What follows belongs to an exercise in optimizing a design on an open flow for small area; a production flow would make more cautious choices. At most, simulation tests tie the RTL to the original design; equivalence was not proved. Power is estimated from default activity; no workload was simulated.

==> run B: inputs <==
Design swb, start of the top module:
module swb #(
    parameter integer CYC_US   = 2,      
    parameter integer TICK_CYC = 1250    
) (
    input  wire        clk,
    input  wire        rst,
    input  wire        req_valid,
    input  wire [15:0] req_word,
    output wire        req_ready,
    input  wire        sb_we,
    input  wire [3:0]  sb_addr,
    input  wire [7:0]  sb_wdata,
    input  wire        reg_we,
    input  wire [3:0]  reg_addr,
    input  wire [31:0] reg_wdata,
    output reg  [31:0] reg_rdata,
    input  wire        ss_pin,
    input  wire        rst_pin,
    output reg         lcd_rs,
    output wire        lcd_rw,
    output reg         lcd_e,
    output reg  [3:0]  lcd_d
);
    localparam PRESSED_SS = 1'b0, PRESSED_RST = 1'b0;
    localparam [1:0] SES_UNINIT = 2'd0, SES_READY = 2'd2;
    localparam [3:0] OP_INIT = 4'h1, OP_WRSTR = 4'h5;
    localparam [3:0] H_IDLE = 4'd0, H0 = 4'd1, H1 = 4'd2, H1B = 4'd3, H2 = 4'd4,
                     H3 = 4'd5, H4 = 4'd6, H5 = 4'd7, H6 = 4'd8, H7 = 4'd9, H8 = 4'd10;
    localparam [3:0] L_IDLE = 4'd0, L0 = 4'd1, L1 = 4'd2, L2 = 4'd3, L3 = 4'd4,
                     L4 = 4'd5, L5 = 4'd6, L6 = 4'd7, L7 = 4'd8;
    localparam [3:0] R_ICON = 4'd0, R_IFLG = 4'd1, R_TMR = 4'd2, R_STAT = 4'd3,
                     R_ETCNT = 4'd4;
    reg [1:0]  session;
    reg [3:0]  hst, lst;
    reg        run;
    reg [31:0] n_et;
    reg [3:0]  tmr;
    reg [10:0] pre;
    reg        tmr_if, tmr_ie;
    reg        ss_if, rst_if, ss_ie, rst_ie, ss_edg, rst_edg;
    reg        ss_prev, rst_prev;
    reg [7:0]  strbuf [0:15];
    wire in_high = (hst != H_IDLE);
    wire in_low  = (lst != L_IDLE);
    wire req_high = (ss_if & ss_ie) | (tmr_if & tmr_ie & run);
    wire req_low  = rst_if & rst_ie;
    wire disp_h   = req_high & ~in_high;
    wire disp_l   = ~req_high & req_low & ~in_low & ~in_high;
    wire step     = ~disp_h & ~disp_l;
    wire step_h   = step & in_high;
    wire step_l   = step & ~in_high & in_low;
    wire step_i   = step & ~in_high & ~in_low;
    wire        i_busy, h_busy, l_busy;
    wire [3:0]  i_idx;
    wire        c_bwe, c_rs, c_ewe, c_e, c_mwe;
    wire [3:0]  c_d;
    wire [1:0]  c_m;
    wire [3:0]  r_op  = req_word[15:12];
    wire [11:0] r_arg = req_word[11:0];
    reg         r_ok;
    always @(*) begin
        case (r_op)
            4'h1, 4'h7, 4'h9: r_ok = (r_arg[11:3] == 9'd0);
  ...
Settings: LEC_CHECK=0, CAP_MARGIN=20, CORE_MARGIN=2, CORE_UTILIZATION=55, CTS_BUF_LIST=sky130_fd_sc_hd__clkbuf_8, CTS_CLUSTER_DIAMETER=60, CTS_CLUSTER_SIZE=20, PLACE_DENSITY=0.7, SLEW_MARGIN=20; clock period 25.0 ns.
standard.sh (not shown) runs the stock make flow with config.mk's settings and CLKGATE_MAP_FILE= SYNTH_SCRIPT=/design/flow/synth_recipe.tcl, a recipe that flattens the netlist after the stock synthesis.
==> flow/flow/run.sh <==
#!/bin/bash
# The standard layout (the standard.sh, standard synthesis unchanged) with
# two placement/CTS arguments changed: ports are buffered with buf_1 instead of
# the default buffer, and CTS inserts no dummy loads.
set -euo pipefail
export BUFFER_PORTS_ARGS="-buffer_cell sky130_fd_sc_hd__buf_1"
export CTS_ARGS="-sink_clustering_enable -repair_clock_nets -dont_use_dummy_load -buf_list sky130_fd_sc_hd__clkbuf_8 -sink_clustering_size 20 -sink_clustering_max_diameter 60"
bash standard.sh > standard.log 2>&1
==> run G: changes against run B <==
--- a/flow/design.v
+++ b/flow/design.v
@@ -75,24 +75,31 @@
     localparam [14:0] E_NIB_1  = E_NIB + W_1 * CYC_US;
     localparam [14:0] E_NIB_2  = E_NIB + W_2 * CYC_US;
     localparam [14:0] E_NIB_37 = E_NIB + W_37 * CYC_US;
     localparam [14:0] E_B37    = E_BYTE + W_37 * CYC_US;
     localparam [14:0] E_BCLR   = E_BYTE + W_CLR * CYC_US;
     reg [3:0]  op;
     reg [8:0]  arg;
     reg [4:0]  i_pc, h_pc, l_pc;
-    reg [14:0] i_c;
-    reg [11:0] h_c, l_c;
+    reg [11:0] i_c;
+    reg [6:0]  h_c, l_c;
+    reg        h_clr, l_clr;
     reg [27:0] h_r, l_r;
+    wire        i_init = (op == OP_INIT);
+    wire [14:0] i_cv   = {i_init ? arg[8:6] : 3'd0, i_c};
+    wire [4:0]  h_pcv  = h_clr ? 5'd0 : h_pc;
+    wire [11:0] h_cv   = {h_clr ? h_pc : 5'd0, h_c};
+    wire [4:0]  l_pcv  = l_clr ? 5'd0 : l_pc;
+    wire [11:0] l_cv   = {l_clr ? l_pc : 5'd0, l_c};
     wire        sel_i = ~sel_h & ~sel_l;
     wire        start = i_start | h_start | l_start;
     wire        run   = i_run | h_run | l_run;
-    wire [4:0]  pc = sel_h ? h_pc : sel_l ? l_pc : i_pc;
-    wire [14:0] c  = sel_h ? {3'd0, h_c} : sel_l ? {3'd0, l_c} : i_c;
+    wire [4:0]  pc = sel_h ? h_pcv : sel_l ? l_pcv : i_pc;
+    wire [14:0] c  = sel_h ? {3'd0, h_cv} : sel_l ? {3'd0, l_cv} : i_cv;
     wire [27:0] r  = sel_h ? h_r : l_r;
     wire [27:0] a;
     wire [2:0]  nd;
     wire [7:0]  t_chr;
     wire        cv = (pc == 5'd0) && c[14:5] == 10'd0 && c[4:3] != 2'b11;
     swb_fmt u_fmt (.r(r), .ci(c[4:0]), .a(a), .ndig(nd), .idx(str_idx), .chr(t_chr));
     wire [3:0] cop = sel_i ? op : OP_WRSTR;
     wire [4:0] len = sel_i ? arg[4:0] : 5'd11 + {2'd0, nd};
@@ -158,27 +165,37 @@
     assign mark_we  = run && !is_nib && !is_byte && (pc == 5'd0 || pc == 5'd10) && c == 15'd0;
     assign mark_val = (pc == 5'd0) ? 2'd1 : 2'd2;
     wire [4:0]  n_pc   = start ? 5'd0 : pc + 5'd1;
     wire [14:0] n_c    = (start || endc) ? 15'd0 : c + 15'd1;
     wire        n_busy = start || !(endc && last);
     wire [27:0] n_r    = start ? {cval, 4'd0} : {a[26:0], a[27]};
     wire        pc_we  = start || endc;
     wire        r_we   = start || cv;
+    wire        clr_n  = start || (pc == 5'd0 && !endc);    
     always @(posedge clk) begin
         if (i_start) begin
             op  <= start_op;
             arg <= start_arg;
-        end
-        if (i_start || i_run) i_c <= n_c;
-        if (h_start || h_run) h_c <= n_c[11:0];
-        if (l_start || l_run) l_c <= n_c[11:0];
+        end else if (i_run && i_init)
+            arg[8:6] <= n_c[14:12];
+        if (i_start || i_run) i_c <= n_c[11:0];
         if ((i_start || i_run) && pc_we) i_pc <= n_pc;
-        if ((h_start || h_run) && pc_we) h_pc <= n_pc;
-        if ((l_start || l_run) && pc_we) l_pc <= n_pc;
+        if (h_start || h_run) begin
+            h_clr <= clr_n;
+            h_c   <= n_c[6:0];
+            if (clr_n)      h_pc <= n_c[11:7];
+            else if (pc_we) h_pc <= n_pc;
+        end
+        if (l_start || l_run) begin
+            l_clr <= clr_n;
+            l_c   <= n_c[6:0];
+            if (clr_n)      l_pc <= n_c[11:7];
+            else if (pc_we) l_pc <= n_pc;
+        end
         if ((h_start || h_run) && r_we) h_r <= n_r;
         if ((l_start || l_run) && r_we) l_r <= n_r;
         if (rst) begin
             i_busy <= 1'b0;
             h_busy <= 1'b0;
             l_busy <= 1'b0;
         end else begin
             if (i_start || i_run) i_busy <= n_busy;
@@ -260,18 +277,18 @@
         endcase
         if (r_op == OP_INIT) r_ok = r_ok && (session == SES_UNINIT);
         else                 r_ok = r_ok && (session == SES_READY);
     end
     assign req_ready = step_i & ~i_busy;
     wire   accept    = req_ready & req_valid;
     wire   i_start   = accept & r_ok;
     wire   i_run = step_i & i_busy;
-    wire   h_run = step_h & (hst == H7) & h_busy;
-    wire   l_run = step_l & (lst == L4) & l_busy;
+    wire   h_run = step_h & h_busy;      
+    wire   l_run = step_l & l_busy;      
     wire push_ok = (session == SES_READY);
     wire h_start = step_h & (hst == H6) & push_ok;
     wire l_start = step_l & (lst == L3) & push_ok;
     wire [23:0] cval = (n_et > 32'd9999999) ? 24'd9999999 : n_et[23:0];
     swb_ctx #(.CYC_US(CYC_US)) u_ctx (
         .clk(clk), .rst(rst), .sel_h(in_high), .sel_l(in_low),
         .i_start(i_start), .h_start(h_start), .l_start(l_start),
         .i_run(i_run), .h_run(h_run), .l_run(l_run),
@@ -379,24 +396,25 @@
                     default: lst <= L_IDLE;
                 endcase
             end
             if (ss_edge)  ss_if  <= 1'b1;
             if (rst_edge) rst_if <= 1'b1;
             if (wrap)     tmr_if <= 1'b1;
         end
     end
-    wire [32:0] n_inc = {1'b0, n_et} + 33'd1;
+    wire        n_inc_en = step_h && hst == H5;
+    wire [32:0] n_sum    = {1'b0, n_et} + {32'd0, n_inc_en};
     always @(posedge clk) begin
         if (rst || (step_l && lst == L1))
             n_et <= 32'd0;
-        else if (step_h && hst == H5 && !n_inc[32])
-            n_et <= n_inc[31:0];
-        else if (host_w && reg_addr == R_ETCNT)
+        else if (host_w && reg_addr == R_ETCNT && (!n_inc_en || n_sum[32]))
             n_et <= reg_wdata;
+        else
+            n_et <= n_sum[31:0] | {32{n_sum[32]}};
     end
     always @(*) begin
         case (reg_addr)
             R_ICON:  reg_rdata = {24'd0, 1'b0, 1'b1, rst_edg, ss_edg, 1'b0, tmr_ie, rst_ie, ss_ie};
             R_IFLG:  reg_rdata = {29'd0, tmr_if, rst_if, ss_if};
             R_TMR:   reg_rdata = {28'd0, tmr};
             R_STAT:  reg_rdata = {25'd0, rst_pin, ss_pin, in_high, in_low, run, session};
             R_ETCNT: reg_rdata = n_et;
==> flow/flow/run.sh (replaced) <==
#!/bin/bash
# The standard layout (the standard.sh, standard synthesis unchanged) with
# two arguments changed: ports are buffered with buf_1 instead of the default
# buffer, and CTS uses clkbuf_8 in clusters of at most 22 sinks, without
# dummy loads. make's full output goes to standard.log.
set -euo pipefail
export BUFFER_PORTS_ARGS="-buffer_cell sky130_fd_sc_hd__buf_1"
export CTS_ARGS="-sink_clustering_enable -repair_clock_nets -dont_use_dummy_load -buf_list sky130_fd_sc_hd__clkbuf_8 -sink_clustering_size 22 -sink_clustering_max_diameter 45"
bash standard.sh > standard.log 2>&1
Settings changed: ABC_AREA set to 1, CAP_MARGIN 20 to 10, CTS_BUF_LIST sky130_fd_sc_hd__clkbuf_8 to not set, CTS_CLUSTER_DIAMETER 60 to not set, CTS_CLUSTER_SIZE 20 to not set, SLEW_MARGIN 20 to 10.
==> run X: changes against run B <==
==> flow/run.sh (new file) <==
#!/bin/bash
# synth_recipe.tcl (not shown) runs the flow's synth.tcl, then flattens the netlist and writes it again
# the make line also repeats each setting of config.mk as NAME=value (left out here)
make -C /OpenROAD-flow-scripts/flow DESIGN_CONFIG=/design/flow/config.mk WORK_HOME=/design/flow/orfs CLKGATE_MAP_FILE= SYNTH_SCRIPT=/design/flow/synth_recipe.tcl finish
Settings changed: CTS_BUF_LIST sky130_fd_sc_hd__clkbuf_8 to sky130_fd_sc_hd__clkbuf_4 sky130_fd_sc_hd__clkbuf_8, CTS_CLUSTER_DIAMETER 60 to 50, CTS_CLUSTER_SIZE 20 to 12.
removed: flow/flow/run.sh
removed: flow/standard.sh
==> qor summary <==
	run X	run G	run B
Placed instance count	2,284	2,453	2,282
Initial antenna violation count	0	1	0
Compound-gate portion of the synthesized area	18.6%	12.3%	18.6%
Outcome	timing/DRC/antenna clean	timing/DRC/antenna clean	timing/DRC/antenna clean
Die Span Y	186 um	181 um	186 um
Initial cell density of the core	55.9%	56.1%	55.9%
Critical path buffer and inverter count	3	4	4
Net switching component of the power	234 uW	485 uW	201 uW
CP most frequent cell	sky130_fd_sc_hd__clkdlybuf4s50_1	-	sky130_fd_sc_hd__buf_1
Vias in the first global route	14,300	13,900	13,900
Peak ir drop on the vdd network	0.0000503 V	0.0000591 V	0.0000498 V
Setup slack on the worst flop-to-flop path	17.10 ns	18.14 ns	16.80 ns
Net count after synthesis	1,920	2,091	1,920
Max FO, Critical Path	36	29	36
Share of final layout cell area taken by non-clock buffers	6.28%	2.66%	3.02%
Clock Power Share	37.4%	23.0%	29.2%
Path depth of the worst reg2reg path	21	35	20
Function not checked in run B and run X: the RTL went through the layout flow alone.

==> afterwards: timing with drivers on the ports <==
Ports are ideal in the flow. The routed layouts listed here were re-timed in OpenROAD. Step 1 sets driving cells, clkbuf_16 on the clock port and buf_2 on the other inputs (assumed; they add their load-dependent delay and slew). Step 2 times the ports against the registers' clock, not the clock port: input delays grow and output delays shrink by t, the midpoint of the rising clock arrivals with the driver on. Three values: ideal, step 1, step 2; two values: the first two.
| run | t, ns | slack for setup (ns) | worst setup path at the end | worst register clock-pin slew, ns | worst slew at a driven data input, ns |
|---|---|---|---|---|---|
| run B | 0.641 | 13.599 / 13.576 / 13.576 | input to output | 0.12 / 0.12 | 0.06 |
| run G | 0.590 | 13.177 / 13.156 / 13.156 | input to output | 0.10 / 0.10 | 0.06 |
| run X | 0.619 | 12.858 / 12.835 / 12.835 | input to output | 0.09 / 0.09 | 0.07 |
After both steps every run listed still meets setup and hold.
